This is an optimization exercise on Yosys and OpenROAD, whose aim is small area, a short achievable clock period and few clock cycles, not a production implementation.
Function was checked by simulation only, so behaviour that the tests miss may differ from the original.
Power is estimated from default activity; no workload was simulated.

`config.mk`:
```
export PLATFORM = sky130hd
export DESIGN_NAME = pgd_codec
export DESIGN_NICKNAME = pgd_codec
export VERILOG_FILES = /design/flow/design.v
export SDC_FILE = /design/flow/constraint.sdc
export NUM_CORES = 4
export LEC_CHECK = 0
export CAP_MARGIN = 20
export CORE_MARGIN = 2
export CORE_UTILIZATION = 40
export SLEW_MARGIN = 20
```
`constraint.sdc`:
```
create_clock -name core_clock -period 12.0 [get_ports {clk}]
set_input_delay 2.4000 -clock core_clock [delete_from_list [all_inputs] [get_ports {clk}]]
set_output_delay 2.4000 -clock core_clock [all_outputs]
set_load 0.01 [all_outputs]
```
`design.v`:
```
module pgd_codec (
    input  wire        clk,
    input  wire        rst,           
    input  wire        reg_wr,
    input  wire [3:0]  reg_addr,
    input  wire [31:0] reg_wdata,
    output reg  [31:0] reg_rdata,
    output wire        irq,
    output reg         s_en,
    output reg         s_we,
    output reg  [11:0] s_addr,
    output reg  [7:0]  s_wdata,
    input  wire [7:0]  s_rdata,
    output reg         d_en,
    output reg         d_we,
    output reg  [11:0] d_addr,
    output reg  [7:0]  d_wdata,
    input  wire [7:0]  d_rdata,
    output reg         r_en,
    output reg         r_we,
    output reg  [11:0] r_addr,
    output reg  [7:0]  r_wdata,
    input  wire [7:0]  r_rdata
);
    localparam [31:0] STRM_CAP = 32'd4096;
    localparam [31:0] DBUF_CAP = 32'd4096;
    localparam [31:0] RAW_CAP  = 32'd4096;
    localparam [1:0] ST_IDLE = 2'd0, ST_BUSY = 2'd1, ST_DONE = 2'd2, ST_FAULT = 2'd3;
    localparam [2:0] U_NONE = 3'd0, U_TSD = 3'd1, U_RFR = 3'd2, U_FSF = 3'd3, U_TSP = 3'd4;
    localparam [7:0] F_TRUNC = 8'd1, F_BADREF = 8'd2, F_OVERRUN = 8'd3, F_GEOM = 8'd4,
                     F_SIZE = 8'd5, F_CAP = 8'd6, F_BADCMD = 8'd7;
    localparam [5:0]
        S_IDLE    = 6'd0,
        S_CHK1    = 6'd1,  S_CHK2   = 6'd2,  S_CHK3   = 6'd3,
        T_STEP    = 6'd4,  T_CTLB   = 6'd5,  T_DISP   = 6'd6,  T_LITN   = 6'd7,
        T_LITCHK  = 6'd8,  T_LITRD  = 6'd9,  T_LITWR  = 6'd10, T_V0     = 6'd11,
        T_V1      = 6'd12, T_VDEC   = 6'd13, T_EXT    = 6'd14, T_REFCHK = 6'd15,
        T_CPRD    = 6'd16, T_CPWR   = 6'd17,
        R_ROW     = 6'd18, R_CB     = 6'd19, R_RDF    = 6'd20, R_RDL    = 6'd21,
        R_RDU     = 6'd22, R_CALC   = 6'd23,
        F_ROW     = 6'd24, F_SRD    = 6'd25, F_SL     = 6'd26, F_SU     = 6'd27,
        F_SACC    = 6'd28, F_SEL    = 6'd29, F_FRD    = 6'd30, F_F2     = 6'd31,
        F_FWR     = 6'd32,
        P_BLK     = 6'd33, P_RUN    = 6'd34, P_RD     = 6'd35, P_WR     = 6'd36;
    localparam [1:0] M_RAW = 2'd0, M_VERT = 2'd1, M_AVG = 2'd2;
    reg [1:0]  state;
    reg [2:0]  unit;
    reg        undef;
    reg [7:0]  fcode;
    reg [31:0] finfo;
    reg        ien;
    reg [31:0] slen, dlen;
    reg [15:0] width, height, pixsz;
    reg [31:0] spos, dpos;
    reg [8:0]  ctl;
    reg [16:0] row;
    reg [5:0]  seq;
    reg [31:0] wp;           
    reg [47:0] hwp;          
    reg [31:0] spos0;        
    reg [8:0]  ctl0;         
    reg [15:0] v;            
    reg [11:0] count;        
    reg [11:0] idx;          
    reg [1:0]  mode;
    reg [12:0] k;            
    reg [31:0] rowbase;      
    reg [7:0]  fbyte, lbyte;
    reg [19:0] sraw, svert, savg;
    reg [3:0]  runj;         
    wire [12:0] stride = wp[12:0];       
    wire [12:0] ps     = pixsz[12:0];    
    wire [8:0]  ctl_sh = ctl >> 1;
    wire [11:0] offset = v[15:4];
    wire [48:0] exp_len = 49'd8 + {33'd0, height} + {1'b0, hwp};    
    wire [12:0] pk_len   = dlen[12:0];
    wire [12:0] pk_runs  = (pk_len + 13'd254) / 13'd255;
    wire [12:0] pk_blks  = (pk_runs + 13'd7) >> 3;
    wire [13:0] pk_total = {1'b0, pk_len} + {1'b0, pk_runs} + {1'b0, pk_blks};
    wire [31:0] pk_left  = dlen - dpos;
    wire [7:0]  pk_n     = (pk_left > 32'd255) ? 8'd255 : pk_left[7:0];
    wire [31:0] rf_cur   = rowbase + {19'd0, k};                     
    wire [31:0] rf_filt  = 32'd8 + {16'd0, height} + rf_cur;         
    wire [31:0] rf_left  = rf_cur - {19'd0, ps};
    wire [31:0] rf_up    = rf_cur - {19'd0, stride};
    wire [31:0] rf_ctrl  = 32'd8 + {15'd0, row};
    wire [7:0] up_byte  = (row == 17'd0) ? 8'd0 : r_rdata;    
    wire       k_first  = (k < ps);                            
    function [7:0] avg8(input [7:0] a, input [7:0] b);
        reg [8:0] sum;
        begin
            sum  = {1'b0, a} + {1'b0, b};
            avg8 = sum[8:1];
        end
    endfunction
    reg [7:0] rec_byte;
    always @* begin
        case (mode)
            M_RAW:   rec_byte = k_first ? fbyte : (lbyte - fbyte);
            M_VERT:  rec_byte = up_byte - fbyte;
            default: rec_byte = k_first ? fbyte : (avg8(up_byte, lbyte) - fbyte);
        endcase
    end
    wire [7:0] fwd_byte = (mode == M_VERT || !k_first) ? (r_rdata - fbyte) : fbyte;
    wire [7:0] res_raw  = lbyte - fbyte;
    wire [7:0] res_vert = r_rdata - fbyte;
    wire [7:0] res_avg  = avg8(r_rdata, lbyte) - fbyte;
    assign irq = ien & (state == ST_DONE || state == ST_FAULT);
    always @* begin
        case (reg_addr)
            4'd1:    reg_rdata = {26'd0, undef, unit, state};
            4'd2:    reg_rdata = {24'd0, fcode};
            4'd3:    reg_rdata = finfo;
            4'd4:    reg_rdata = {31'd0, ien};
            4'd5:    reg_rdata = slen;
            4'd6:    reg_rdata = dlen;
            4'd7:    reg_rdata = {16'd0, width};
            4'd8:    reg_rdata = {16'd0, height};
            4'd9:    reg_rdata = {16'd0, pixsz};
            4'd10:   reg_rdata = spos;
            4'd11:   reg_rdata = dpos;
            4'd12:   reg_rdata = {23'd0, ctl};
            4'd13:   reg_rdata = {15'd0, row};
            default: reg_rdata = 32'd0;
        endcase
    end
    always @* begin
        s_en = 1'b0; s_we = 1'b0; s_addr = 12'd0; s_wdata = 8'd0;
        d_en = 1'b0; d_we = 1'b0; d_addr = 12'd0; d_wdata = 8'd0;
        r_en = 1'b0; r_we = 1'b0; r_addr = 12'd0; r_wdata = 8'd0;
        case (seq)
            T_STEP:   if (dpos != dlen && ctl_sh == 9'd1 && spos < slen) begin
                          s_en = 1'b1; s_addr = spos[11:0];
                      end
            T_DISP:   if ((!ctl[0] && spos < slen) || (ctl[0] && spos + 32'd2 <= slen)) begin
                          s_en = 1'b1; s_addr = spos[11:0];
                      end
            T_V0:     begin s_en = 1'b1; s_addr = spos[11:0] + 12'd1; end
            T_VDEC:   if (!v[3] && spos < slen) begin
                          s_en = 1'b1; s_addr = spos[11:0];
                      end
            T_LITRD:  if (idx != count) begin
                          s_en = 1'b1; s_addr = spos[11:0];
                      end
            T_LITWR:  begin d_en = 1'b1; d_we = 1'b1; d_addr = dpos[11:0]; d_wdata = s_rdata; end
            T_CPRD:   if (idx != count) begin
                          d_en = 1'b1; d_addr = dpos[11:0] - offset;
                      end
            T_CPWR:   begin d_en = 1'b1; d_we = 1'b1; d_addr = dpos[11:0]; d_wdata = d_rdata; end
            R_ROW:    if (row != {1'b0, height}) begin
                          d_en = 1'b1; d_addr = rf_ctrl[11:0];
                      end
            R_RDF:    if (k != stride) begin
                          d_en = 1'b1; d_addr = rf_filt[11:0];
                      end
            R_RDL:    if (mode != M_VERT && !k_first) begin
                          r_en = 1'b1; r_addr = rf_left[11:0];
                      end
            R_RDU:    if (row != 17'd0 && (mode == M_VERT || (mode == M_AVG && !k_first))) begin
                          r_en = 1'b1; r_addr = rf_up[11:0];
                      end
            R_CALC:   begin r_en = 1'b1; r_we = 1'b1; r_addr = rf_cur[11:0]; r_wdata = rec_byte; end
            F_SRD:    if (k != stride) begin
                          r_en = 1'b1; r_addr = rf_cur[11:0];
                      end
            F_SL:     if (!k_first) begin
                          r_en = 1'b1; r_addr = rf_left[11:0];
                      end
            F_SU:     begin r_en = 1'b1; r_addr = rf_up[11:0]; end
            F_SEL:    begin
                          d_en = 1'b1; d_we = 1'b1; d_addr = rf_ctrl[11:0];
                          d_wdata = (mode == M_VERT) ? 8'd2 : 8'd1;
                      end
            F_FRD:    if (k != stride) begin
                          r_en = 1'b1; r_addr = rf_cur[11:0];
                      end
            F_F2:     if (mode == M_VERT) begin
                          r_en = 1'b1; r_addr = rf_up[11:0];
                      end else if (!k_first) begin
                          r_en = 1'b1; r_addr = rf_left[11:0];
                      end
            F_FWR:    begin d_en = 1'b1; d_we = 1'b1; d_addr = rf_filt[11:0]; d_wdata = fwd_byte; end
            P_BLK:    if (dpos != dlen) begin
                          s_en = 1'b1; s_we = 1'b1; s_addr = spos[11:0]; s_wdata = 8'd0;
                      end
            P_RUN:    if (runj != 4'd8 && dpos != dlen) begin
                          s_en = 1'b1; s_we = 1'b1; s_addr = spos[11:0]; s_wdata = pk_n;
                      end
            P_RD:     if (count != 12'd0) begin
                          d_en = 1'b1; d_addr = dpos[11:0];
                      end
            P_WR:     begin s_en = 1'b1; s_we = 1'b1; s_addr = spos[11:0]; s_wdata = d_rdata; end
            default:  ;
        endcase
    end
    always @(posedge clk) begin
        if (rst) begin
            state  <= ST_IDLE;
            unit   <= U_NONE;
            undef  <= 1'b0;
            fcode  <= 8'd0;
            finfo  <= 32'd0;
            ien    <= 1'b0;
            slen   <= 32'd0;
            dlen   <= 32'd0;
            width  <= 16'd0;
            height <= 16'd0;
            pixsz  <= 16'd0;
            spos   <= 32'd0;
            dpos   <= 32'd0;
            ctl    <= 9'd2;
            row    <= 17'd0;
            seq    <= S_IDLE;
        end else begin
            if (reg_wr && state != ST_BUSY) begin
                case (reg_addr)
                    4'd0: begin
                        if (state == ST_IDLE) begin
                            if (reg_wdata[7:0] >= 8'd1 && reg_wdata[7:0] <= 8'd4) begin
                                state <= ST_BUSY;
                                unit  <= reg_wdata[2:0];
                                undef <= 1'b0;
                                seq   <= S_CHK1;
                            end else if (reg_wdata[7:0] >= 8'd6) begin
                                state <= ST_FAULT;
                                unit  <= U_NONE;
                                fcode <= F_BADCMD;
                                finfo <= reg_wdata;
                            end
                        end else if (reg_wdata[7:0] == 8'd5) begin
                            state <= ST_IDLE;
                            unit  <= U_NONE;
                            undef <= 1'b0;
                            fcode <= 8'd0;
                            finfo <= 32'd0;
                        end
                    end
                    4'd4: ien    <= reg_wdata[0];
                    4'd5: slen   <= reg_wdata;
                    4'd6: dlen   <= reg_wdata;
                    4'd7: width  <= reg_wdata[15:0];
                    4'd8: height <= reg_wdata[15:0];
                    4'd9: pixsz  <= reg_wdata[15:0];
                    default: ;
                endcase
            end
            case (seq)
                S_CHK1: begin
                    wp  <= width * pixsz;
                    seq <= S_CHK2;
                end
                S_CHK2: begin
                    hwp <= wp * height;
                    seq <= S_CHK3;
                end
                S_CHK3: begin
                    case (unit)
                        U_TSD: begin
                            if (slen > STRM_CAP || dlen > DBUF_CAP) begin
                                state <= ST_FAULT; fcode <= F_CAP; finfo <= 32'd0; seq <= S_IDLE;
                            end else begin
                                spos <= 32'd0; dpos <= 32'd0; ctl <= 9'd2; seq <= T_STEP;
                            end
                        end
                        U_RFR: begin
                            if (width == 16'd0 || pixsz == 16'd0) begin
                                state <= ST_FAULT; fcode <= F_GEOM; finfo <= 32'd0; seq <= S_IDLE;
                            end else if (dlen > DBUF_CAP || hwp > {16'd0, RAW_CAP}) begin
                                state <= ST_FAULT; fcode <= F_CAP; finfo <= 32'd0; seq <= S_IDLE;
                            end else if ({17'd0, dlen} != exp_len) begin
                                state <= ST_FAULT; fcode <= F_SIZE; finfo <= exp_len[31:0]; seq <= S_IDLE;
                            end else begin
                                row <= 17'd0; rowbase <= 32'd0; seq <= R_ROW;
                            end
                        end
                        U_FSF: begin
                            if (width == 16'd0 || pixsz == 16'd0) begin
                                state <= ST_FAULT; fcode <= F_GEOM; finfo <= 32'd0; seq <= S_IDLE;
                            end else if (exp_len > {17'd0, DBUF_CAP} || hwp > {16'd0, RAW_CAP}) begin
                                state <= ST_FAULT; fcode <= F_CAP; finfo <= 32'd0; seq <= S_IDLE;
                            end else begin
                                row <= 17'd0; rowbase <= 32'd0; seq <= F_ROW;
                            end
                        end
                        default: begin  
                            if (dlen > DBUF_CAP || {18'd0, pk_total} > STRM_CAP) begin
                                state <= ST_FAULT; fcode <= F_CAP; finfo <= 32'd0; seq <= S_IDLE;
                            end else begin
                                spos <= 32'd0; dpos <= 32'd0; seq <= P_BLK;
                            end
                        end
                    endcase
                end
                T_STEP: begin
                    spos0 <= spos;
                    ctl0  <= ctl;
                    if (dpos == dlen) begin
                        state <= ST_DONE; seq <= S_IDLE;
                    end else if (ctl_sh == 9'd1) begin
                        if (spos >= slen) begin
                            state <= ST_FAULT; fcode <= F_TRUNC; finfo <= spos; seq <= S_IDLE;
                        end else begin
                            ctl <= ctl_sh;
                            seq <= T_CTLB;
                        end
                    end else begin
                        ctl <= ctl_sh;
                        seq <= T_DISP;
                    end
                end
                T_CTLB: begin
                    ctl  <= {1'b1, s_rdata};
                    spos <= spos + 32'd1;
                    seq  <= T_DISP;
                end
                T_DISP: begin
                    if (!ctl[0]) begin
                        if (spos >= slen) begin
                            state <= ST_FAULT; fcode <= F_TRUNC; finfo <= spos0;
                            spos <= spos0; ctl <= ctl0; seq <= S_IDLE;
                        end else begin
                            seq <= T_LITN;
                        end
                    end else begin
                        if ({1'b0, spos} + 33'd2 > {1'b0, slen}) begin
                            state <= ST_FAULT; fcode <= F_TRUNC; finfo <= spos0;
                            spos <= spos0; ctl <= ctl0; seq <= S_IDLE;
                        end else begin
                            seq <= T_V0;
                        end
                    end
                end
                T_LITN: begin
                    count <= {4'd0, s_rdata};
                    spos  <= spos + 32'd1;
                    seq   <= T_LITCHK;
                end
                T_LITCHK: begin
                    if ({1'b0, spos} + {21'd0, count} > {1'b0, slen}) begin
                        state <= ST_FAULT; fcode <= F_TRUNC; finfo <= spos0;
                        spos <= spos0; ctl <= ctl0; seq <= S_IDLE;
                    end else if ({1'b0, dpos} + {21'd0, count} > {1'b0, dlen}) begin
                        state <= ST_FAULT; fcode <= F_OVERRUN; finfo <= spos0;
                        spos <= spos0; ctl <= ctl0; seq <= S_IDLE;
                    end else begin
                        idx <= 12'd0;
                        seq <= T_LITRD;
                    end
                end
                T_LITRD: begin
                    if (idx == count) seq <= T_STEP;
                    else              seq <= T_LITWR;
                end
                T_LITWR: begin
                    spos <= spos + 32'd1;
                    dpos <= dpos + 32'd1;
                    idx  <= idx + 12'd1;
                    seq  <= T_LITRD;
                end
                T_V0: begin
                    v[7:0] <= s_rdata;
                    seq    <= T_V1;
                end
                T_V1: begin
                    v[15:8] <= s_rdata;
                    spos    <= spos + 32'd2;
                    seq     <= T_VDEC;
                end
                T_VDEC: begin
                    if (v[3]) begin
                        count <= {9'd0, v[2:0]} + 12'd4;
                        seq   <= T_REFCHK;
                    end else if (spos >= slen) begin
                        state <= ST_FAULT; fcode <= F_TRUNC; finfo <= spos0;
                        spos <= spos0; ctl <= ctl0; seq <= S_IDLE;
                    end else begin
                        seq <= T_EXT;
                    end
                end
                T_EXT: begin
                    count <= {1'b0, v[2:0], s_rdata} + 12'd4;
                    spos  <= spos + 32'd1;
                    seq   <= T_REFCHK;
                end
                T_REFCHK: begin
                    if (offset == 12'd0 || {20'd0, offset} > dpos) begin
                        state <= ST_FAULT; fcode <= F_BADREF; finfo <= spos0;
                        spos <= spos0; ctl <= ctl0; seq <= S_IDLE;
                    end else if ({1'b0, dpos} + {21'd0, count} > {1'b0, dlen}) begin
                        state <= ST_FAULT; fcode <= F_OVERRUN; finfo <= spos0;
                        spos <= spos0; ctl <= ctl0; seq <= S_IDLE;
                    end else begin
                        idx <= 12'd0;
                        seq <= T_CPRD;
                    end
                end
                T_CPRD: begin
                    if (idx == count) seq <= T_STEP;
                    else              seq <= T_CPWR;
                end
                T_CPWR: begin
                    dpos <= dpos + 32'd1;
                    idx  <= idx + 12'd1;
                    seq  <= T_CPRD;
                end
                R_ROW: begin
                    if (row == {1'b0, height}) begin
                        state <= ST_DONE; seq <= S_IDLE;
                    end else begin
                        seq <= R_CB;
                    end
                end
                R_CB: begin
                    if (d_rdata[0])      mode <= M_RAW;
                    else if (d_rdata[1]) mode <= M_VERT;
                    else                 mode <= M_AVG;
                    k   <= 13'd0;
                    seq <= R_RDF;
                end
                R_RDF: begin
                    if (k == stride) begin
                        row     <= row + 17'd1;
                        rowbase <= rowbase + {19'd0, stride};
                        seq     <= R_ROW;
                    end else begin
                        seq <= R_RDL;
                    end
                end
                R_RDL: begin
                    fbyte <= d_rdata;
                    seq   <= R_RDU;
                end
                R_RDU: begin
                    lbyte <= r_rdata;
                    if (mode == M_VERT || (mode == M_AVG && !k_first)) begin
                        if (row == 17'd0) undef <= 1'b1;
                    end
                    seq <= R_CALC;
                end
                R_CALC: begin
                    k   <= k + 13'd1;
                    seq <= R_RDF;
                end
                F_ROW: begin
                    if (row == {1'b0, height}) begin
                        dlen  <= exp_len[31:0];
                        state <= ST_DONE; seq <= S_IDLE;
                    end else if (row == 17'd0) begin
                        mode <= M_RAW;           
                        seq  <= F_SEL;
                    end else begin
                        sraw  <= 20'd0;
                        svert <= 20'd0;
                        savg  <= 20'd0;
                        k     <= 13'd0;
                        seq   <= F_SRD;
                    end
                end
                F_SRD: begin
                    if (k == stride) begin
                        mode <= (svert <= sraw && svert <= savg) ? M_VERT : M_RAW;
                        seq  <= F_SEL;
                    end else begin
                        seq <= F_SL;
                    end
                end
                F_SL: begin
                    fbyte <= r_rdata;
                    seq   <= F_SU;
                end
                F_SU: begin
                    lbyte <= r_rdata;
                    seq   <= F_SACC;
                end
                F_SACC: begin
                    svert <= svert + {12'd0, res_vert};
                    if (!k_first) begin
                        sraw <= sraw + {12'd0, res_raw};
                        savg <= savg + {12'd0, res_avg};
                    end
                    k   <= k + 13'd1;
                    seq <= F_SRD;
                end
                F_SEL: begin
                    k   <= 13'd0;
                    seq <= F_FRD;
                end
                F_FRD: begin
                    if (k == stride) begin
                        row     <= row + 17'd1;
                        rowbase <= rowbase + {19'd0, stride};
                        seq     <= F_ROW;
                    end else begin
                        seq <= F_F2;
                    end
                end
                F_F2: begin
                    fbyte <= r_rdata;
                    seq   <= F_FWR;
                end
                F_FWR: begin
                    k   <= k + 13'd1;
                    seq <= F_FRD;
                end
                P_BLK: begin
                    if (dpos == dlen) begin
                        slen  <= spos;
                        state <= ST_DONE; seq <= S_IDLE;
                    end else begin
                        spos <= spos + 32'd1;    
                        runj <= 4'd0;
                        seq  <= P_RUN;
                    end
                end
                P_RUN: begin
                    if (runj == 4'd8 || dpos == dlen) begin
                        seq <= P_BLK;
                    end else begin
                        spos  <= spos + 32'd1;   
                        count <= {4'd0, pk_n};
                        runj  <= runj + 4'd1;
                        seq   <= P_RD;
                    end
                end
                P_RD: begin
                    if (count == 12'd0) seq <= P_RUN;
                    else                seq <= P_WR;
                end
                P_WR: begin
                    spos  <= spos + 32'd1;
                    dpos  <= dpos + 32'd1;
                    count <= count - 12'd1;
                    seq   <= P_RD;
                end
                default: ;
            endcase
        end
    end
endmodule
```
`run.sh`:
```
#!/bin/bash
# synth_recipe.tcl (not shown) runs the flow's synth.tcl, then flattens the netlist and writes it again
# the make line also repeats each setting of config.mk as NAME=value (left out here)
make -C /OpenROAD-flow-scripts/flow DESIGN_CONFIG=/design/flow/config.mk WORK_HOME=/design/flow/orfs CLKGATE_MAP_FILE= SYNTH_SCRIPT=/design/flow/synth_recipe.tcl finish
```
==> run notes <==
* Outcome: finished clean
* First drt pass iteration count at 9
* Reg clk slew, reported paths at 0.06 ns
* Most common cell after layout, fill and taps aside: nand2_1
* Met1 WL at 112000 um
* Leak Pwr at 34.6 nW
* Fin cells at 10800
* Die width at 424 um
* Mean Syn Cell Area at 8.37 um^2
* FF-to-FF End: fcode[7]$_SDFF_PP0_
* Post-Route WL at 283000 um
* Seq/Total Area, Yosys at 18.6%
* Crit path DAT at 11.67 ns
* Final hold slack at 0.487 ns
* # placed instances at 10700
* DRT antenna net count at 0
* Root Buffer: clkbuf_16
* Critical path fanouts, max at 9
* Starting Density at 40.2%
* Power density over cell area at 83.9 mW/mm^2
* Post-Synthesis Cells at 8447
* Vias at 64600
* Hold path depth at 2
* Yosys warnings at 1
* Max Clock Freq at 90.7 MHz
* Fillers at 17400
* Area of the die at 0.180 mm^2
* Share of post-route cells with drive strength above 1 at 5.37%
* Tot GR Track Use at 31.0%
* First-pass GRT wire length at 422000 um
* Netlist cell types at 112
* Uppermost routed layer: met5
* Worst skew pair latency at 0.70 ns
* FFs w/ async S/R, synth at 0%
* Number of synthesized flops with an enable pin at 268
* Setup repair after global routing missed its margin: false
* DRT iter0 DRCs at 6985
* Clock buffer depth at 3
* Die Height at 424 um
* Min-delay src: ien$_SDFFE_PP0P_
* Largest net degree at the start of global routing at 146
* Data required time of the worst path at 12.64 ns
* Metal2 WL at 127000 um
* Final Hold Viols at 0
* Mapped Nets at 9823
* Initial antenna violation count at 19
* Crit path time final at 11.03 ns
* Final setup vio count at 0
* Worst setup SP type: flop
* Slowest cell on crit path: or4b_1
* Hold_buf cts at 0
* Nature of the critical path endpoint: flop
* Buf/Inv on CP at 2
* Slew Limit Fails at 0
* Met3 WL at 23900 um
* GR Overflow Total at 0
* Number of synthesized register bits at 523
* Worst Setup Path Type: flop to flop
* R2R setup slack at 0.97 ns
* Dpl hpwl at 219000 um
* Post-Syn Area at 0.0707 mm^2
* CTS Buf Count at 69
* Vias per cell at 5.97
* Top_reg_cell synth: edfxtp_1
* Residual DRC at 0
* Cts repair resizes at 0
* PortBufs at 161
* Reg2reg start: dlen[2]$_SDFF_PP0_
* Clock Skews at 0.0466 ns
* Slew of the pin with the lowest slew margin at 1.21 ns
* Top Ports at 162
* Vias in the first global route at 63900
* Max_slew headroom at 19.3%
* R2R cell count at 36
* Core area at 0.176 mm^2
* Worst min-delay path endpoint: ien$_SDFFE_PP0P_
* Nets at 9795
* Maxcap violations at 0
* Placer congestion estimate at 1.07
* Max incr delay on CP at 0.70 ns
* Setup_tns at 0 ns
* DR WL/cell at 26.1 um
* Site row count at 154
* Maximum VDD drop at 102 uV
* Area growth syn-to-layout at 9.66%
* Most frequent cells in the layout: nand2_1 (1021), inv_1 (973), ha_1 (676)
* Post-CTS Repair Setup Buffers at 0
* Final worst path period share at 91.9%
* CTS tree: built
* Min-Delay Path Class: flop to flop
* Clock Sinks at 523
* Worst path top cell family by delay: simple AND/OR/NAND/NOR gates
* H-tree depth at 3
==> worst register-to-register path, delay by kind of cell (launching register included) <==
| family | cells | cell delay, ns |
|---|---|---|
| flip-flops | 1 | 0.31 |
| AND/OR/NAND/NOR | 13 | 4.59 |
| buffers and inverters | 2 | 0.20 |
| adder cells (fa/ha/maj) | 4 | 1.49 |
| AO/OA/AOI/OAI | 15 | 4.07 |
| XOR/XNOR | 2 | 0.30 |
==> final cells by class <==
type / count / area (um^2) / share of cell area [%]
tap: 2340 / 2930 / 3.78
timing repair buffer: 377 / 3250 / 4.20
sequential: 523 / 13200 / 17.0
clock buffer: 90 / 1970 / 2.54
antenna: 6 / 15.0 / 0.0194
clock inverter: 35 / 314 / 0.405
inverter: 980 / 3680 / 4.75
multi-input combinational: 6468 / 52200 / 67.3
==> cells in the mapped netlist (all sizes together), types with 27 or more instances <==
library cell,number,area [um^2]
nand2,1024,3840
inv,974,3660
ha,676,8460
fa,637,12800
nor2,573,2160
a21oi,456,2290
clkbuf,435,1630
xnor2,372,3280
o21ai,286,1430
and2,277,1730
edfxtp,268,8050
dfxtp,255,5100
nand3,225,1130
a21o,193,1450
xor2,160,1410
a22oi,120,906
nor3,118,601
nor4,103,657
nand4,102,653
nor2b,85,532
and3,80,500
o21bai,76,571
nand2b,71,444
mux2i,63,631
a211oi,60,468
a222oi,54,541
a22o,54,473
o21a,47,353
or3,47,294
a221oi,46,403
o221ai,46,409
buf,41,179
a31oi,31,200
or2,30,188
a311oi,27,236
==> worst max path at each step <==
| stage | from | end | slack (ns) | cells after the start |
|---|---|---|---|---|
| 2_1_floorplan | dlen[1]$_SDFF_PP0_ | dpos[31]$_SDFFE_PP0P_ | 2.50 | 47 |
| 3_3_place_gp | dlen[2]$_SDFF_PP0_ | dpos[28]$_SDFFE_PP0P_ | 1.08 | 40 |
| 3_5_place_dp | dlen[2]$_SDFF_PP0_ | fcode[7]$_SDFF_PP0_ | 1.07 | 36 |
| 4_1_cts | dlen[2]$_SDFF_PP0_ | fcode[7]$_SDFF_PP0_ | 0.98 | 36 |
| 5_1_grt | dlen[2]$_SDFF_PP0_ | fcode[7]$_SDFF_PP0_ | 0.22 | 37 |
| 6_report | dlen[2]$_SDFF_PP0_ | fcode[7]$_SDFF_PP0_ | 0.97 | 36 |
==> routing by layer <==
metal,track usage [%],up-vias
met5,0,-
met4,19.0,8
met3,5.35,802
met2,49.2,3178
met1,39.4,31800
li1,-,28900
==> cells by family (layout without fill, tap and decap cells) <==
kind of cell	Yosys count	after routing	synth area share, %
muxes	85	85	1.25
adders and majority gates	1315	1315	30.0
DFF	523	523	18.6
other	1	7	0.00531
xor gates and xnor gates	539	539	6.85
and+or+nand+nor	2797	2797	18.8
buffers and inverters	1456	1482	7.77
AOI/OAI and AO/OA	1731	1731	16.7
==> power breakdown <==
group	switching [mW]	internal (mW)
combinational	1.44	0.719
sequential	0.171	2.00
clock	0.930	1.25
total	2.54	3.97
==> flip-flops by register name (all words and copies together) (netlist names), 17 cells and up <==
signal  count
row        17
dlen       32
sraw       20
slen       32
hwp        48
wp         32
savg       20
spos0      32
finfo      32
spos       32
svert      20
dpos       32
==> through the flow <==
step                utilization [%]  total power, mW  cell area (um^2)  worst slack [ns]
finish                         44.1             6.51             77500             0.972
global route                   44.1             6.73             77500             0.219
CTS                            44.0             6.46             77500             0.976
detailed placement             42.7             4.28             75200              1.07
global placement               42.7             4.27             75200              1.08
floorplan                         -             3.46             70700              2.50
Testbench counts, summed over its fixed seeds: cycles 394,630.

-- what the ideal ports hide --
The results above use ideal ports. As a check the final layout listed here was re-extracted and re-timed, cells and wires unchanged.
Step 1 assumes that a clkbuf_16 drives the clock port and a buf_2 every other input.
Step 2 times the ports against the registers' clock, not the clock port: input delays grow and output delays shrink by t, the midpoint of the rising clock arrivals with the driver on.
a / b / c = ideal / step 1 / step 2; a / b = the first two.
t (ns): 0.770
setup slack, ns: 0.972 / 0.972 / 0.972
worst register clock-pin slew, ns: 0.07 / 0.07
After both steps setup and hold are still met in this run. The setup slack of this run moves by 0.000 ns with the drivers and by 0.000 ns with both steps.
